Source: an optimization exercise on an open RTL-to-GDS flow (aim: small area, a short achievable clock period and few clock cycles). Production flows keep margins and buffers that such runs may drop. The RTL was checked by simulation tests, not by an equivalence proof against the original design. No activity file was given, so power comes from the tool's default toggle rates.

==> 05-23: inputs <==
## pac_raster
module pac_raster (
    input  wire        clk,
    input  wire        rst,
    input  wire        cmd_valid,
    output wire        cmd_ready,
    input  wire [7:0]  cmd_op,
    input  wire [7:0]  cmd_v,
    input  wire [15:0] cmd_a,
    input  wire [15:0] cmd_b,
    input  wire [15:0] cmd_c,
    input  wire [15:0] cmd_d,
    input  wire [7:0]  rd_addr,
    output wire [7:0]  rd_data
);
==> module pac_fb, before the edit <==
module pac_fb (
    input  wire        clk,
    input  wire [63:0] col1,
    input  wire [31:0] row1,
    input  wire [63:0] col2,
    input  wire [31:0] row2,
    input  wire        s,
    input  wire [7:0]  rd_addr,
    output wire [7:0]  rd_data
);
    reg [63:0] pc1, pc2;
    reg [31:0] pr1, pr2;
    reg        ps;
    always @(posedge clk) begin
        pc1 <= col1;
        pr1 <= row1;
        pc2 <= col2;
        pr2 <= row2;
        ps  <= s;
    end
    wire [63:0] rows [0:31];
    genvar gy;
    generate
        for (gy = 0; gy < 32; gy = gy + 1) begin : g_row
            reg  [63:0] bits;
            wire [63:0] we = (pc1 & {64{pr1[gy]}}) | (pc2 & {64{pr2[gy]}});
            always @(posedge clk)
                bits <= (bits & ~we) | ({64{ps}} & we);
            assign rows[gy] = bits;
        end
    endgenerate
    wire c1 = pc1[rd_addr[5:0]];
    wire c2 = pc2[rd_addr[5:0]];
    genvar gb;
    generate
        for (gb = 0; gb < 8; gb = gb + 1) begin : g_rd
            wire [4:0]  ry  = {rd_addr[7:6], gb[2:0]};
            wire [63:0] r   = rows[ry];
            wire        hit = (c1 & pr1[ry]) | (c2 & pr2[ry]);
            assign rd_data[gb] = hit ? ps : r[rd_addr[5:0]];
        end
    endgenerate
endmodule
==> module pac_line, before the edit <==
module pac_line (
    input  wire       clk,
    input  wire       load,     
    input  wire       div,      
    input  wire [5:0] x0,
    input  wire [4:0] y0,
    input  wire [5:0] x1,
    input  wire [4:0] y1,
    output wire       xmaj,     
    output wire [5:0] alo,      
    output wire [5:0] ahi,
    output wire [5:0] amn,
    output wire [5:0] blo,      
    output wire [5:0] bhi,
    output wire [5:0] bmn,
    output wire       bv,       
    output wire       last      
);
    wire [5:0] adx = (x1 > x0) ? (x1 - x0) : (x0 - x1);
    wire [4:0] ady = (y1 > y0) ? (y1 - y0) : (y0 - y1);
    wire       nxmaj = {1'b0, adx} > {2'b0, ady};
    reg       xm;
    reg [5:0] mM;           
    reg [4:0] mm;           
    reg [5:0] pj, ej;       
    reg [5:0] pn, en;       
    reg       ij, in_;      
    reg [5:0] q, Q;
    reg [4:0] rm, R;
    reg [5:0] dq;
    reg [5:0] dr;
    reg [6:0] t;
    integer i;
    always @(*) begin
        dr = 6'd0;
        for (i = 5; i >= 0; i = i - 1) begin
            t = {dr, mM[i]} - {2'b0, mm};
            if (!t[6]) begin
                dr = t[5:0];
                dq[i] = 1'b1;
            end else begin
                dr = {dr[4:0], mM[i]};
                dq[i] = 1'b0;
            end
        end
    end
    wire [5:0] sum_r = {1'b0, mm} + {1'b0, dr[4:0]};
    wire [4:0] r0    = dq[0] ? sum_r[5:1] : dr[5:1];
    wire [5:0] q0    = {1'b0, dq[5:1]};
    wire       la   = (pn == en);
    wire [5:0] aend = la ? ej : (ij ? pj + Q : pj - Q);
    wire [5:0] ca   = {1'b0, R} + {1'b0, rm};
    wire       cya  = ca >= {1'b0, mm};
    wire [4:0] rb   = cya ? (ca[4:0] - mm) : ca[4:0];
    wire [5:0] qb   = cya ? q : q - 6'd1;
    wire [5:0] pjb  = ij ? aend + 6'd1 : aend - 6'd1;
    wire [5:0] pnb  = in_ ? pn + 6'd1 : pn - 6'd1;
    wire       lb   = (pnb == en);
    wire [5:0] bend = lb ? ej : (ij ? pjb + qb : pjb - qb);
    wire [5:0] cb   = {1'b0, rb} + {1'b0, rm};
    wire       cyb  = cb >= {1'b0, mm};
    wire [4:0] rn   = cyb ? (cb[4:0] - mm) : cb[4:0];
    wire [5:0] qn   = cyb ? q : q - 6'd1;
    assign xmaj = xm;
    assign alo  = ij ? pj : aend;
    assign ahi  = ij ? aend : pj;
    assign amn  = pn;
    assign blo  = ij ? pjb : bend;
    assign bhi  = ij ? bend : pjb;
    assign bmn  = pnb;
    assign bv   = !la;
    assign last = la || lb;
    always @(posedge clk) begin
        if (load) begin
            xm  <= nxmaj;
            mM  <= nxmaj ? adx : {1'b0, ady};
            mm  <= nxmaj ? ady : adx[4:0];
            pj  <= nxmaj ? x0 : {1'b0, y0};
            ej  <= nxmaj ? x1 : {1'b0, y1};
            pn  <= nxmaj ? {1'b0, y0} : x0;
            en  <= nxmaj ? {1'b0, y1} : x1;
            ij  <= nxmaj ? (x0 < x1) : (y0 < y1);
            in_ <= nxmaj ? (y0 < y1) : (x0 < x1);
        end else if (div) begin
            q  <= dq;
            rm <= dr[4:0];
            Q  <= q0;
            R  <= r0;
        end else begin
            pj <= ij ? bend + 6'd1 : bend - 6'd1;
            pn <= in_ ? pnb + 6'd1 : pnb - 6'd1;
            Q  <= qn;
            R  <= rn;
        end
    end
endmodule
==> module pac_circle, before the edit <==
module pac_circle (
    input  wire        clk,
    input  wire        init,
    input  wire        step,
    input  wire [15:0] r,
    output wire        pair,
    output wire        nvalid,    
    output wire [15:0] x,
    output wire [15:0] y
);
    reg signed [17:0] cx, cy;
    reg signed [19:0] cerr;
    wire               ys1  = cerr <= 0;
    wire signed [19:0] e1a  = ys1 ? cerr + {cy, 1'b1} : cerr;
    wire               xs1  = e1a > 0;
    wire signed [19:0] e1   = xs1 ? e1a + 20'sd1 - {cx, 1'b0} : e1a;
    wire signed [17:0] x1   = xs1 ? cx - 18'sd1 : cx;
    wire signed [17:0] y1   = ys1 ? cy + 18'sd1 : cy;
    wire               v1   = x1 >= y1;
    wire               ys2  = e1 <= 0;
    wire signed [19:0] e2a  = ys2 ? e1 + {y1, 1'b1} : e1;
    wire               xs2  = e2a > 0;
    wire signed [19:0] e2   = xs2 ? e2a + 20'sd1 - {x1, 1'b0} : e2a;
    wire signed [17:0] x2   = xs2 ? x1 - 18'sd1 : x1;
    wire signed [17:0] y2   = ys2 ? y1 + 18'sd1 : y1;
    wire               v2   = x2 >= y2;
    assign pair   = ys1 && !xs1 && v1;
    assign nvalid = pair ? v2 : v1;
    assign x = cx[15:0];
    assign y = cy[15:0];
    always @(posedge clk) begin
        if (init) begin
            cx   <= $signed({2'b0, r}) - 18'sd1;
            cy   <= 18'sd2;
            cerr <= 20'sd5 - $signed({3'b0, r, 1'b0});
        end else if (step) begin
            if (pair) begin
                cx   <= x2;
                cy   <= y2;
                cerr <= e2;
            end else begin
                cx   <= x1;
                cy   <= y1;
                cerr <= e1;
            end
        end
    end
endmodule
export LEC_CHECK = 0
export CAP_MARGIN = 20
export CORE_MARGIN = 2
export CORE_UTILIZATION = 30
export SLEW_MARGIN = 20
create_clock -name core_clock -period 12.0 [get_ports {clk}]
run.sh (not shown) runs the stock make flow with config.mk's settings and CLKGATE_MAP_FILE= SYNTH_SCRIPT=/design/flow/synth_recipe.tcl, a recipe that flattens the netlist after the stock synthesis.
==> 08-13: changes against 05-23 <==
--- a/flow/design.v
+++ b/flow/design.v
@@ -8,35 +8,35 @@
     input  wire [7:0]  rd_addr,
     output wire [7:0]  rd_data
 );
-    reg [63:0] pc1, pc2;
-    reg [31:0] pr1, pr2;
+    reg [63:0] pc1n, pc2n;
+    reg [31:0] pr1n, pr2n;
     reg        ps;
     always @(posedge clk) begin
-        pc1 <= col1;
-        pr1 <= row1;
-        pc2 <= col2;
-        pr2 <= row2;
-        ps  <= s;
+        pc1n <= ~col1;
+        pr1n <= ~row1;
+        pc2n <= ~col2;
+        pr2n <= ~row2;
+        ps   <= s;
     end
     wire [63:0] rows [0:31];
     genvar gy;
     generate
         for (gy = 0; gy < 32; gy = gy + 1) begin : g_row
             reg  [63:0] bits;
-            wire [63:0] we = (pc1 & {64{pr1[gy]}}) | (pc2 & {64{pr2[gy]}});
+            wire [63:0] we = ~((pc1n | {64{pr1n[gy]}}) & (pc2n | {64{pr2n[gy]}}));
             always @(posedge clk)
                 bits <= (bits & ~we) | ({64{ps}} & we);
             assign rows[gy] = bits;
         end
     endgenerate
-    wire c1 = pc1[rd_addr[5:0]];
-    wire c2 = pc2[rd_addr[5:0]];
+    wire c1n = pc1n[rd_addr[5:0]];
+    wire c2n = pc2n[rd_addr[5:0]];
     genvar gb;
     generate
         for (gb = 0; gb < 8; gb = gb + 1) begin : g_rd
             wire [4:0]  ry  = {rd_addr[7:6], gb[2:0]};
             wire [63:0] r   = rows[ry];
-            wire        hit = (c1 & pr1[ry]) | (c2 & pr2[ry]);
+            wire        hit = ~((c1n | pr1n[ry]) & (c2n | pr2n[ry]));
             assign rd_data[gb] = hit ? ps : r[rd_addr[5:0]];
         end
     endgenerate
@@ -70,26 +70,22 @@
     reg       ij, in_;      
     reg [5:0] q, Q;
     reg [4:0] rm, R;
-    reg [5:0] dq;
-    reg [5:0] dr;
-    reg [6:0] t;
-    integer i;
-    always @(*) begin
-        dr = 6'd0;
-        for (i = 5; i >= 0; i = i - 1) begin
-            t = {dr, mM[i]} - {2'b0, mm};
-            if (!t[6]) begin
-                dr = t[5:0];
-                dq[i] = 1'b1;
-            end else begin
-                dr = {dr[4:0], mM[i]};
-                dq[i] = 1'b0;
+    function [11:0] divmod(input [5:0] n, input [4:0] d);    
+        reg [5:0] qq, rr;
+        reg [6:0] tt;
+        integer k;
+        begin
+            rr = 6'd0;
+            for (k = 5; k >= 0; k = k - 1) begin
+                tt = {rr, n[k]} - {2'b0, d};
+                qq[k] = !tt[6];
+                rr = tt[6] ? {rr[4:0], n[k]} : tt[5:0];
             end
+            divmod = {qq, rr};
         end
-    end
-    wire [5:0] sum_r = {1'b0, mm} + {1'b0, dr[4:0]};
-    wire [4:0] r0    = dq[0] ? sum_r[5:1] : dr[5:1];
-    wire [5:0] q0    = {1'b0, dq[5:1]};
+    endfunction
+    wire [11:0] dv_m = divmod(mM, mm);
+    wire [11:0] dv_h = divmod({1'b0, mM[5:1]}, mm);
     wire       la   = (pn == en);
     wire [5:0] aend = la ? ej : (ij ? pj + Q : pj - Q);
     wire [5:0] ca   = {1'b0, R} + {1'b0, rm};
@@ -125,10 +121,10 @@
             ij  <= nxmaj ? (x0 < x1) : (y0 < y1);
             in_ <= nxmaj ? (y0 < y1) : (x0 < x1);
         end else if (div) begin
-            q  <= dq;
-            rm <= dr[4:0];
-            Q  <= q0;
-            R  <= r0;
+            q  <= dv_m[11:6];
+            rm <= dv_m[4:0];
+            Q  <= dv_h[11:6];
+            R  <= dv_h[4:0];
         end else begin
             pj <= ij ? bend + 6'd1 : bend - 6'd1;
             pn <= in_ ? pnb + 6'd1 : pnb - 6'd1;
==> 11-03: changes against 05-23 <==
--- a/flow/design.v
+++ b/flow/design.v
@@ -8,35 +8,35 @@
     input  wire [7:0]  rd_addr,
     output wire [7:0]  rd_data
 );
-    reg [63:0] pc1, pc2;
-    reg [31:0] pr1, pr2;
+    reg [63:0] pc1n, pc2n;
+    reg [31:0] pr1n, pr2n;
     reg        ps;
     always @(posedge clk) begin
-        pc1 <= col1;
-        pr1 <= row1;
-        pc2 <= col2;
-        pr2 <= row2;
-        ps  <= s;
+        pc1n <= ~col1;
+        pr1n <= ~row1;
+        pc2n <= ~col2;
+        pr2n <= ~row2;
+        ps   <= s;
     end
     wire [63:0] rows [0:31];
     genvar gy;
     generate
         for (gy = 0; gy < 32; gy = gy + 1) begin : g_row
             reg  [63:0] bits;
-            wire [63:0] we = (pc1 & {64{pr1[gy]}}) | (pc2 & {64{pr2[gy]}});
+            wire [63:0] we = ~((pc1n | {64{pr1n[gy]}}) & (pc2n | {64{pr2n[gy]}}));
             always @(posedge clk)
                 bits <= (bits & ~we) | ({64{ps}} & we);
             assign rows[gy] = bits;
         end
     endgenerate
-    wire c1 = pc1[rd_addr[5:0]];
-    wire c2 = pc2[rd_addr[5:0]];
+    wire c1n = pc1n[rd_addr[5:0]];
+    wire c2n = pc2n[rd_addr[5:0]];
     genvar gb;
     generate
         for (gb = 0; gb < 8; gb = gb + 1) begin : g_rd
             wire [4:0]  ry  = {rd_addr[7:6], gb[2:0]};
             wire [63:0] r   = rows[ry];
-            wire        hit = (c1 & pr1[ry]) | (c2 & pr2[ry]);
+            wire        hit = ~((c1n | pr1n[ry]) & (c2n | pr2n[ry]));
             assign rd_data[gb] = hit ? ps : r[rd_addr[5:0]];
         end
     endgenerate
@@ -70,26 +70,22 @@
     reg       ij, in_;      
     reg [5:0] q, Q;
     reg [4:0] rm, R;
-    reg [5:0] dq;
-    reg [5:0] dr;
-    reg [6:0] t;
-    integer i;
-    always @(*) begin
-        dr = 6'd0;
-        for (i = 5; i >= 0; i = i - 1) begin
-            t = {dr, mM[i]} - {2'b0, mm};
-            if (!t[6]) begin
-                dr = t[5:0];
-                dq[i] = 1'b1;
-            end else begin
-                dr = {dr[4:0], mM[i]};
-                dq[i] = 1'b0;
+    function [11:0] divmod(input [5:0] n, input [4:0] d);    
+        reg [5:0] qq, rr;
+        reg [6:0] tt;
+        integer k;
+        begin
+            rr = 6'd0;
+            for (k = 5; k >= 0; k = k - 1) begin
+                tt = {rr, n[k]} - {2'b0, d};
+                qq[k] = !tt[6];
+                rr = tt[6] ? {rr[4:0], n[k]} : tt[5:0];
             end
+            divmod = {qq, rr};
         end
-    end
-    wire [5:0] sum_r = {1'b0, mm} + {1'b0, dr[4:0]};
-    wire [4:0] r0    = dq[0] ? sum_r[5:1] : dr[5:1];
-    wire [5:0] q0    = {1'b0, dq[5:1]};
+    endfunction
+    wire [11:0] dv_m = divmod(mM, mm);
+    wire [11:0] dv_h = divmod({1'b0, mM[5:1]}, mm);
     wire       la   = (pn == en);
     wire [5:0] aend = la ? ej : (ij ? pj + Q : pj - Q);
     wire [5:0] ca   = {1'b0, R} + {1'b0, rm};
@@ -125,10 +121,10 @@
             ij  <= nxmaj ? (x0 < x1) : (y0 < y1);
             in_ <= nxmaj ? (y0 < y1) : (x0 < x1);
         end else if (div) begin
-            q  <= dq;
-            rm <= dr[4:0];
-            Q  <= q0;
-            R  <= r0;
+            q  <= dv_m[11:6];
+            rm <= dv_m[4:0];
+            Q  <= dv_h[11:6];
+            R  <= dv_h[4:0];
         end else begin
             pj <= ij ? bend + 6'd1 : bend - 6'd1;
             pn <= in_ ? pnb + 6'd1 : pnb - 6'd1;
@@ -147,31 +143,29 @@
     output wire [15:0] x,
     output wire [15:0] y
 );
-    reg signed [17:0] cx, cy;
-    reg signed [19:0] cerr;
-    wire               ys1  = cerr <= 0;
-    wire signed [19:0] e1a  = ys1 ? cerr + {cy, 1'b1} : cerr;
-    wire               xs1  = e1a > 0;
-    wire signed [19:0] e1   = xs1 ? e1a + 20'sd1 - {cx, 1'b0} : e1a;
-    wire signed [17:0] x1   = xs1 ? cx - 18'sd1 : cx;
-    wire signed [17:0] y1   = ys1 ? cy + 18'sd1 : cy;
-    wire               v1   = x1 >= y1;
-    wire               ys2  = e1 <= 0;
-    wire signed [19:0] e2a  = ys2 ? e1 + {y1, 1'b1} : e1;
-    wire               xs2  = e2a > 0;
-    wire signed [19:0] e2   = xs2 ? e2a + 20'sd1 - {x1, 1'b0} : e2a;
-    wire signed [17:0] x2   = xs2 ? x1 - 18'sd1 : x1;
-    wire signed [17:0] y2   = ys2 ? y1 + 18'sd1 : y1;
-    wire               v2   = x2 >= y2;
-    assign pair   = ys1 && !xs1 && v1;
+    reg        [15:0] cx, cy;
+    reg signed [18:0] cerr;
+    wire signed [18:0] e1a = cerr + $signed({2'b0, cy, 1'b1});
+    wire               xs1 = e1a > 0;
+    wire signed [18:0] e1  = xs1 ? e1a + 19'sd1 - $signed({2'b0, cx, 1'b0}) : e1a;
+    wire        [15:0] x1  = xs1 ? cx - 16'd1 : cx;
+    wire        [15:0] y1  = cy + 16'd1;
+    wire               v1  = x1 >= y1;
+    wire signed [18:0] e2a = e1a + $signed({2'b0, y1, 1'b1});
+    wire               xs2 = e2a > 0;
+    wire signed [18:0] e2  = xs2 ? e2a + 19'sd1 - $signed({2'b0, cx, 1'b0}) : e2a;
+    wire        [15:0] x2  = xs2 ? cx - 16'd1 : cx;
+    wire        [15:0] y2  = cy + 16'd2;
+    wire               v2  = x2 >= y2;
+    assign pair   = !xs1 && v1;
     assign nvalid = pair ? v2 : v1;
-    assign x = cx[15:0];
-    assign y = cy[15:0];
+    assign x = cx;
+    assign y = cy;
     always @(posedge clk) begin
         if (init) begin
-            cx   <= $signed({2'b0, r}) - 18'sd1;
-            cy   <= 18'sd2;
-            cerr <= 20'sd5 - $signed({3'b0, r, 1'b0});
+            cx   <= r - 16'd1;
+            cy   <= 16'd2;
+            cerr <= 19'sd5 - $signed({2'b0, r, 1'b0});
         end else if (step) begin
             if (pair) begin
                 cx   <= x2;
--- a/flow/config.mk
+++ b/flow/config.mk
@@ -8,4 +8,6 @@
 export CAP_MARGIN = 20
 export CORE_MARGIN = 2
 export CORE_UTILIZATION = 30
+export SETUP_SLACK_MARGIN = 3.5
 export SLEW_MARGIN = 20
+export TNS_END_PERCENT = 100
==> results.txt <==
The lowest sequential power belongs to 11-03, the highest to 05-23.
The lowest register-to-register slack belongs to 08-13, the highest to 11-03.
Clock skew, lowest first: 08-13, 05-23, 11-03.
Setup slack: 08-13 < 05-23 < 11-03.
Final cell count, lowest first: 08-13, 11-03, 05-23.
Power, lowest first: 08-13, 11-03, 05-23.
Testbench counts of 05-23, summed over its fixed seeds: cycles 5,699.
Testbench counts of 08-13, summed over its fixed seeds: cycles 5,699.
Testbench counts of 11-03, summed over its fixed seeds: cycles 5,699.

-- port drivers added, routing unchanged --
How much do the figures lean on ideal ports? The routed layouts below were timed once more, with nothing changed but the port constraints. Step 1 (the two cells are an assumption about what drives the block):
set clk [get_ports {clk}]
set_driving_cell -lib_cell sky130_fd_sc_hd__clkbuf_16 $clk
set_driving_cell -lib_cell sky130_fd_sc_hd__buf_2 [delete_from_list [all_inputs] $clk]
Step 2 also shifts input and output timing later by t, the mid clock arrival at the registers, as if the neighbouring blocks saw the same clock. Three values: ideal, step 1, step 2; two values: the first two.
| run | t (ns) | setup slack, ns | worst setup path after step 2 | worst slew at a driven data input, ns |
|---|---|---|---|---|
| 05-23 | 1.010 | 0.544 / 0.544 / 0.544 | register to register | 0.20 |
| 08-13 | 1.002 | 0.389 / 0.389 / 0.389 | register to register | 0.21 |
| 11-03 | 1.065 | 2.614 / 2.614 / 2.614 | register to register | 0.32 |
After both steps every run listed still meets setup and hold.
